Source: an optimization exercise on an open RTL-to-GDS flow (aim: small area, a short achievable clock period and few clock cycles per item). Production flows keep margins and buffers that such runs may drop.
At most, simulation tests tie the RTL to the original design; equivalence was not proved.
The RTL of run 2 was laid out without a check of its function.

`flow/run.sh`:
```
#!/bin/bash
# synth_recipe.tcl (not shown) runs the flow's synth.tcl, then flattens the netlist and writes it again
# the make line also repeats each setting of config.mk as NAME=value (left out here)
make -C /OpenROAD-flow-scripts/flow DESIGN_CONFIG=/design/flow/config.mk WORK_HOME=/design/flow/orfs CLKGATE_MAP_FILE= SYNTH_SCRIPT=/design/flow/synth_recipe.tcl finish
```
`flow/config.mk`:
```
export PLATFORM = sky130hd
export DESIGN_NAME = csb_crc
export DESIGN_NICKNAME = csb_crc
export VERILOG_FILES = /design/flow/design.v
export SDC_FILE = /design/flow/constraint.sdc
export NUM_CORES = 4
export LEC_CHECK = 0
export CAP_MARGIN = 20
export CORE_MARGIN = 2
export CORE_UTILIZATION = 40
export SLEW_MARGIN = 20
```
`flow/constraint.sdc`:
```
create_clock -name core_clock -period 5.0 [get_ports {clk}]
set_input_delay 1.0000 -clock core_clock [delete_from_list [all_inputs] [get_ports {clk}]]
set_output_delay 1.0000 -clock core_clock [all_outputs]
set_load 0.01 [all_outputs]
```
`flow/design.v`:
```
module csb_crc (
    input  wire        clk,
    input  wire        rst,         
    input  wire        in_valid,
    output wire        in_ready,
    input  wire        in_init,
    input  wire [2:0]  in_nbytes,   
    input  wire [31:0] in_data,
    output wire        idle,
    output wire [31:0] result
);
    localparam [31:0] POLY = 32'hEDB88320;
    reg [31:0] crc;        
    reg [31:0] shreg;      
    reg [2:0]  cnt;        
    function [31:0] crc_byte;
        input [31:0] c;
        input [7:0]  b;
        integer i;
        reg [31:0] t;
        begin
            t = c ^ {24'd0, b};
            for (i = 0; i < 8; i = i + 1)
                t = t[0] ? ((t >> 1) ^ POLY) : (t >> 1);
            crc_byte = t;
        end
    endfunction
    wire accept = in_valid && in_ready;
    always @(posedge clk) begin
        if (rst) begin
            crc   <= 32'hFFFFFFFF;
            shreg <= 32'd0;
            cnt   <= 3'd0;
        end else if (accept) begin
            if (in_init)
                crc <= 32'hFFFFFFFF;
            shreg <= in_data;
            cnt   <= in_nbytes;
        end else if (cnt != 3'd0) begin
            crc   <= crc_byte(crc, shreg[7:0]);
            shreg <= {8'd0, shreg[31:8]};
            cnt   <= cnt - 3'd1;
        end
    end
    assign in_ready = (cnt == 3'd0);
    assign idle     = (cnt == 3'd0);
    assign result   = ~crc;
endmodule
```
==> flow_summary.toml, run 1 <==
[floorplanning]
die_area_um2 = 10160
num_rows = 35
die_w_um = 100.8
dieHeight_um = 100.8
pin_count = 73
fp.coreArea_um2 = 9153
initial_core_util = 0.4093

[routing]
postRouteAntennaNets = 0
post_drt_via_cell_ratio = 4.931
drtPass1Iterations = 4
drc = 0
wire_per_inst_um = 14.95
first_iter_violations = 84
wirelength_mm = 8.179
num_vias = 2697

[clock_tree]
htree_levels = 3
clk_latency_ps = 350
cts_buffer_depth = 2
cts_buffers = 9
postCtsSetupBuffers = 0
cts_root_buf = "clkbuf_8"
path_clk_slew_ps = 70
hold_buffers = 0
ctsResizeCount = 0
cts.sinks = 67
cts_tree = "built"

[global_route]
grt_pass1_wl_mm = 13.15
top_usage_layer = "met2"
grt_use_total = 0.1706
grt_pass1_vias = 2621
grt_use_met1 = 0.2109
grt_max_degree = 67
antenna_found_initial = 0
grt_util_met3 = 0.05895
gr-usage-met2 = 0.2841
overflow = 0

[synthesis]
yosysWarnings = 1
synth_cell_types = 37
synth-edff-count = 0
synth_area_per_cell_um2 = 10.10
syn_area_um2 = 3746
synth_top_area_frac = 0.3580
ys_async_sr_fraction = 0
ys_seq_area_frac = 0.3580
synth_commonest_cells = "dfxtp_1 (67), nor2_1 (40), inv_1 (35), mux2i_1 (32), xnor2_1 (32)"
syn-num-nets = 412
synth_top_cell_by_area = "dfxtp_1"
yosysMostFrequentCell = "dfxtp_1"
synth_area_leaders = "dfxtp_1 (36%), mux2i_1 (8.6%), xnor2_1 (7.5%)"
ys.flop_type = "dfxtp_1"
syn_inst = 371
ys_seq_elements = 67

[sta]
fmax_mhz = 305.5
hold_viol = 0
tightest_slew_ps = 642.3
drv_slew = 0
rsz0062_at_grt = "no"
post-route-period-util = 0.6546
slew_headroom = 0.5703
timing.hold.ws_ps = 467.4
final.setup_skew_ps = 8.520
tns_ps = 0
period_minus_slack_ps = 3273
finalSetupViolCount = 0

[worst_setup_path]
critical_path.startpoint_type = "flop"
crit_slowest_cell = "clkdlybuf4s50_1"
setup.worst_path.start = "cnt[0]$_SDFFE_PP0P_"
rr_startpoint = "cnt[0]$_SDFFE_PP0P_"
required_ps = 4000
cp_max_fo = 35
cp-endpoint = "idle"
cp_data_arrival_time_ps = 2270
r2r_slack_ps = 2510
endpoint_kind = "primary output"
path_cells = "inv_1, ha_1, nand2b_1, inv_2, clkdlybuf4s50_1"
cpPeakStageDelay_ps = 660
criticalPathCategory = "reg2out"
worstRegToRegCells = 8
reg2reg_to = "crc[22]$_SDFFE_PP1P_"

[final_layout]
fill_cells = 873
fin_util = 0.5174
area_growth_pct = 26.42
drive_above_1_share = 0.08945
final_cells = 547
final_nets = 473
num_antenna_cells = 0

[placed_design]
gp_congestion = 0.7745
dp.cells = 532
dpl.hpwl_mm = 5.789
io_buffers = 72

[outcome]
outcome = "complete, no violations"

[min_path]
min_path_type = "reg2reg"

[job]
maxCapViolations = 0
==> kinds of logic after synthesis <==
group	synth area share
adder cells (fa/ha/maj)	0.006679
AO/OA/AOI/OAI	0.1149
buffers and inverters	0.06847
multiplexers	0.08551
flip-flops	0.3581
AND/OR/NAND/NOR	0.1079
XOR/XNOR	0.2585
==> worst min path at each step <==
stage / startpoint / end / cells past startpoint
2_1_floorplan: cnt[2]$_SDFFE_PP0P_ / cnt[2]$_SDFFE_PP0P_ / 1
4_1_cts: cnt[2]$_SDFFE_PP0P_ / cnt[2]$_SDFFE_PP0P_ / 1
6_report: cnt[2]$_SDFFE_PP0P_ / cnt[2]$_SDFFE_PP0P_ / 1
3_5_place_dp: cnt[2]$_SDFFE_PP0P_ / cnt[2]$_SDFFE_PP0P_ / 1
3_3_place_gp: cnt[2]$_SDFFE_PP0P_ / cnt[2]$_SDFFE_PP0P_ / 1
5_1_grt: cnt[2]$_SDFFE_PP0P_ / cnt[2]$_SDFFE_PP0P_ / 1
==> state kept, by name, indices dropped and copies added (netlist names) <==
name / count
cnt: 3
shreg: 32
crc: 32
==> cell type report <==
type | count | area [µm²] | area share
clock inverter | 4 | 98.84 | 0.02087
timing repair buffer | 75 | 733.2 | 0.1548
inverter | 35 | 131.4 | 0.02774
sequential | 67 | 1341 | 0.2832
tap | 111 | 138.9 | 0.02933
multi-input combinational | 244 | 2151 | 0.4542
clock buffer | 11 | 141.4 | 0.02985
==> worst max-delay path: cells and delay by family, from the launching register on <==
kind / cells / cell delay (ps)
buf+inv: 3 / 1240
flops: 1 / 310
fa+ha+maj: 1 / 200
simple gates: 1 / 170
==> cell usage in the layout, fill, tap and decap left out, drive strengths merged, types with 3 or more instances in the layout <==
| cell | n |
|---|---|
| clkdlybuf4s50 | 70 |
| dfxtp | 67 |
| xnor2 | 46 |
| nor2 | 40 |
| inv | 35 |
| mux2i | 32 |
| a211oi | 28 |
| nand2b | 27 |
| o22ai | 24 |
| xnor3 | 12 |
| clkbuf | 11 |
| xor2 | 6 |
| buf | 5 |
| nor3 | 4 |
| nand2 | 4 |
| bufinv | 3 |
==> stage by stage <==
stage	setup slack, ps	instance area, µm²
2_1_floorplan	2405	3746
3_3_place_gp	2131	4493
3_5_place_dp	2101	4493
4_1_cts	1706	4733
5_1_grt	1529	4736
6_report	1727	4736
==> routing by layer <==
layer  vias to the layer above  share of wire
met4                         0         0.0099
li1                       1376              -
met5                         -              0
met3                         9          0.052
met1                      1238           0.46
met2                        74           0.48
Testbench counts, summed over its fixed seeds: cycles 121,920, bytes 97,536.
==> run 2, diff against run 1 <==
==> flow/design.v (replaced) <==
module csb_crc (
    input  wire        clk,
    input  wire        rst,         
    input  wire        in_valid,
    output wire        in_ready,
    input  wire        in_init,
    input  wire [2:0]  in_nbytes,   
    input  wire [31:0] in_data,
    output wire        idle,
    output wire [31:0] result
);
    localparam [31:0] POLY = 32'hEDB88320;
    reg [31:0] code;       
    reg [3:0]  step;       
    function [31:0] shift2;
        input [31:0] c;
        integer i;
        reg [31:0] t;
        begin
            t = c;
            for (i = 0; i < 2; i = i + 1)
                t = t[0] ? ((t >> 1) ^ POLY) : (t >> 1);
            shift2 = t;
        end
    endfunction
    function [31:0] shift32;
        input [31:0] c;
        integer i;
        reg [31:0] t;
        begin
            t = c;
            for (i = 0; i < 32; i = i + 1)
                t = t[0] ? ((t >> 1) ^ POLY) : (t >> 1);
            shift32 = t;
        end
    endfunction
    wire full    = in_valid &  in_nbytes[2];
    wire partial = in_valid & ~in_nbytes[2] & (in_nbytes[1:0] != 2'd0);
    wire [1:0] nm1  = in_nbytes[1:0] - 2'd1;
    wire       last = (step == {nm1, 2'b11});
    wire        init_now = in_valid & in_init & (step == 4'd0);
    wire [31:0] crc      = ~code | {32{init_now}};
    wire [1:0]  pair     = in_data[2*step +: 2];
    wire [31:0] crc_full = shift32(crc ^ in_data);
    wire [31:0] crc_part = shift2(crc ^ {30'd0, pair});
    always @(posedge clk) begin
        if (rst) begin
            code <= 32'd0;
            step <= 4'd0;
        end else begin
            if (full)
                code <= ~crc_full;
            else if (partial)
                code <= ~crc_part;
            else
                code <= ~crc;
            step <= (partial && !last) ? step + 4'd1 : 4'd0;
        end
    end
    assign in_ready = ~partial | last;
    assign idle     = (step == 4'd0);
    assign result   = code;
endmodule
==> flow_summary.toml, run 2 <==
[sta]
drv_slew = 0
post-route-period-util = 0.9191
fmax_mhz = 217.6
final.setup_skew_ps = 5.587
slew_headroom = 0.3929
period_minus_slack_ps = 4595
tightest_slew_ps = 907.3
hold_viol = 0
rsz0062_at_grt = "no"
finalSetupViolCount = 0
tns_ps = 0

[final_layout]
largest_register_ffs = 32
final_common_cell = "xnor2_1"
final_cells = 997
num_antenna_cells = 0
largest-register = "code"
top_regs = "code (32), step (4)"
final_nets = 822
final_cell_mix = "xnor2_1 (226), xor2_1 (80), clkdlybuf4s50_1 (72)"
drive_above_1_share = 0.1242
area_growth_pct = 19.71

[clock_tree]
path_clk_slew_ps = 60
htree_levels = 2
cts_tree = "built"
cts_buffer_depth = 2
cts_buffers = 5
cts.sinks = 36
postCtsSetupBuffers = 0
clk_latency_ps = 290
cts_root_buf = "clkbuf_16"
ctsResizeCount = 0
hold_buffers = 0

[worst_setup_path]
cp_max_fo = 6
required_ps = 5170
cpPeakStageDelay_ps = 660
cp_common_cell = "xnor2_1"
criticalPathCategory = "in2reg"
path_cells = "clkdlybuf4s50_1, buf_4, xnor2_1, xnor2_1, xnor2_1, xnor2_2, xor3_1, xnor3_1, xnor2_1, xnor3_1, a22oi_1, nor2_1"
crit_slowest_cell = "xor3_1"
cp_data_arrival_time_ps = 4770
endpoint_kind = "flop"
critical_path.startpoint_type = "input port"

[global_route]
grt_pass1_vias = 5384
grt_pass1_wl_mm = 32.74
grt_max_degree = 38
antenna_found_initial = 0
overflow = 0
grt_use_total = 0.2451

[synthesis]
yosysWarnings = 1
synth_commonest_cells = "xnor2_1 (226), xor2_1 (80), nor2_1 (56), nand2_1 (39), xnor3_1 (39)"
syn_inst = 702
synth_top_area_frac = 0.2995
yosysMostFrequentCell = "xnor2_1"
synth_top_cell_by_area = "xnor2_1"
syn-num-nets = 744
synth_area_per_cell_um2 = 9.414
synth_cell_types = 43
synth-edff-count = 0
ys_seq_area_frac = 0.1090
syn_area_um2 = 6609
ys.flop_type = "dfxtp_1"
synth_area_leaders = "xnor2_1 (30%), xnor3_1 (13%), dfxtp_1 (11%)"
ys_async_sr_fraction = 0
ys_seq_elements = 36

[floorplanning]
dieHeight_um = 132.5
fp.coreArea_um2 = 16000
initial_core_util = 0.4130
die_area_um2 = 17570
num_rows = 46
die_w_um = 132.5
pin_count = 73

[routing]
num_vias = 5288
postRouteAntennaNets = 0
drtPass1Iterations = 5
wirelength_mm = 21.45
first_iter_violations = 405
drc = 0
wire_per_inst_um = 21.52
post_drt_via_cell_ratio = 5.304

[min_path]
min_path_type = "reg2reg"

[placed_design]
dp.cells = 989
dpl.hpwl_mm = 17.77
io_buffers = 72
gp_congestion = 0.9265

[outcome]
outcome = "complete, no violations"

[job]
maxCapViolations = 0
==> run 2: path summary, 6_finish.rpt <==
| path | cells past startpoint | slack [ps] | endpoint | startpoint |
|---|---|---|---|---|
| setup / recovery | 12 | 400 | code[6]$_SDFF_PP0_ | in_data[1] |
| hold / removal | 2 | 610 | code[20]$_SDFF_PP0_ | code[20]$_SDFF_PP0_ |
| hold reg to reg | 2 | 610 | code[20]$_SDFF_PP0_ | code[20]$_SDFF_PP0_ |
| setup reg to reg | 13 | 640 | code[22]$_SDFF_PP0_ | step[1]$_SDFF_PP0_ |
==> run 2: critical path: cells and delay by family <==
kind                   cells  cell delay [ps]
XOR/XNOR                   8             2640
buffers and inverters      2              860
AO/OA/AOI/OAI              1              210
AND/OR/NAND/NOR            1               50
==> run 2: area by class of cell <==
class,instances,area [µm²]
clock buffers,5,125.1
clock inverters,3,46.29
fillers,1530,8089
inverters,8,30.03
multi-input cells,608,5618
flip-flops and latches,36,720.7
well taps,216,270.3
repair buffers,121,1101
==> run 2: stage by stage <==
| step | setup WS [ps] | util | instance area [µm²] | hold slack [ps] |
|---|---|---|---|---|
| 2_1_floorplan | 793.9 | - | 6609 | 573.2 |
| 3_3_place_gp | 173.6 | 0.4837 | 7740 | 590.1 |
| 3_5_place_dp | 159.0 | 0.4837 | 7740 | 594.7 |
| 4_1_cts | 455.7 | 0.4944 | 7911 | 603.2 |
| 5_1_grt | 261.9 | 0.4944 | 7911 | 647.7 |
| 6_report | 404.7 | 0.4944 | 7911 | 605.5 |
==> run 2: cell families (layout without fill, tap and decap cells) <==
kind of cell             count (synthesis)  in the layout  synth area share
AND/OR/NAND/NOR                        120            120           0.07630
buffers and inverters                   58            137           0.04127
XOR/XNOR                               379            379            0.6374
AO/OA/AOI/OAI                           93             93           0.09542
multiplexers                            13             13           0.03484
flip-flops                              36             36            0.1090
adder cells (fa/ha/maj)                  3              3          0.005680
==> run 2: routing by layer <==
layer  part of all wire  track usage
met5                  0            0
met3              0.062      0.03065
met2               0.46       0.4039
met1               0.46       0.3446
met4              0.021      0.05257

[separate check: timing with driven ports]
Ports are ideal in the flow. The routed layouts listed here were re-timed in OpenROAD.
Step 1: set_driving_cell puts a clkbuf_16 on clk and a buf_2 on each other input, an assumption about the parent block.
Step 2 moves the port delays by t, midway between the first and last clock arrival at a register: inputs arrive t later, outputs are due t later. That takes back most of the time a late clock gives input paths.
Three values: ideal, step 1, step 2; two values: the first two.
run	t, ns	setup WS [ns]	worst hold slack (ns)	latest minus earliest clock arrival (ns)	cell pins on the clock port's net
run 1	0.373	1.727 / 1.696 / 2.069	0.467 / 0.467 / 0.467	0.010 / 0.010	1
run 2	0.324	0.405 / 0.417 / 0.094	0.605 / 0.605 / 0.605	0.005 / 0.005	1
After both steps setup and hold are still met in every run listed. For run 2, which loses most, drivers alone change the setup slack by +0.012 ns; drivers and shift together by -0.311 ns.
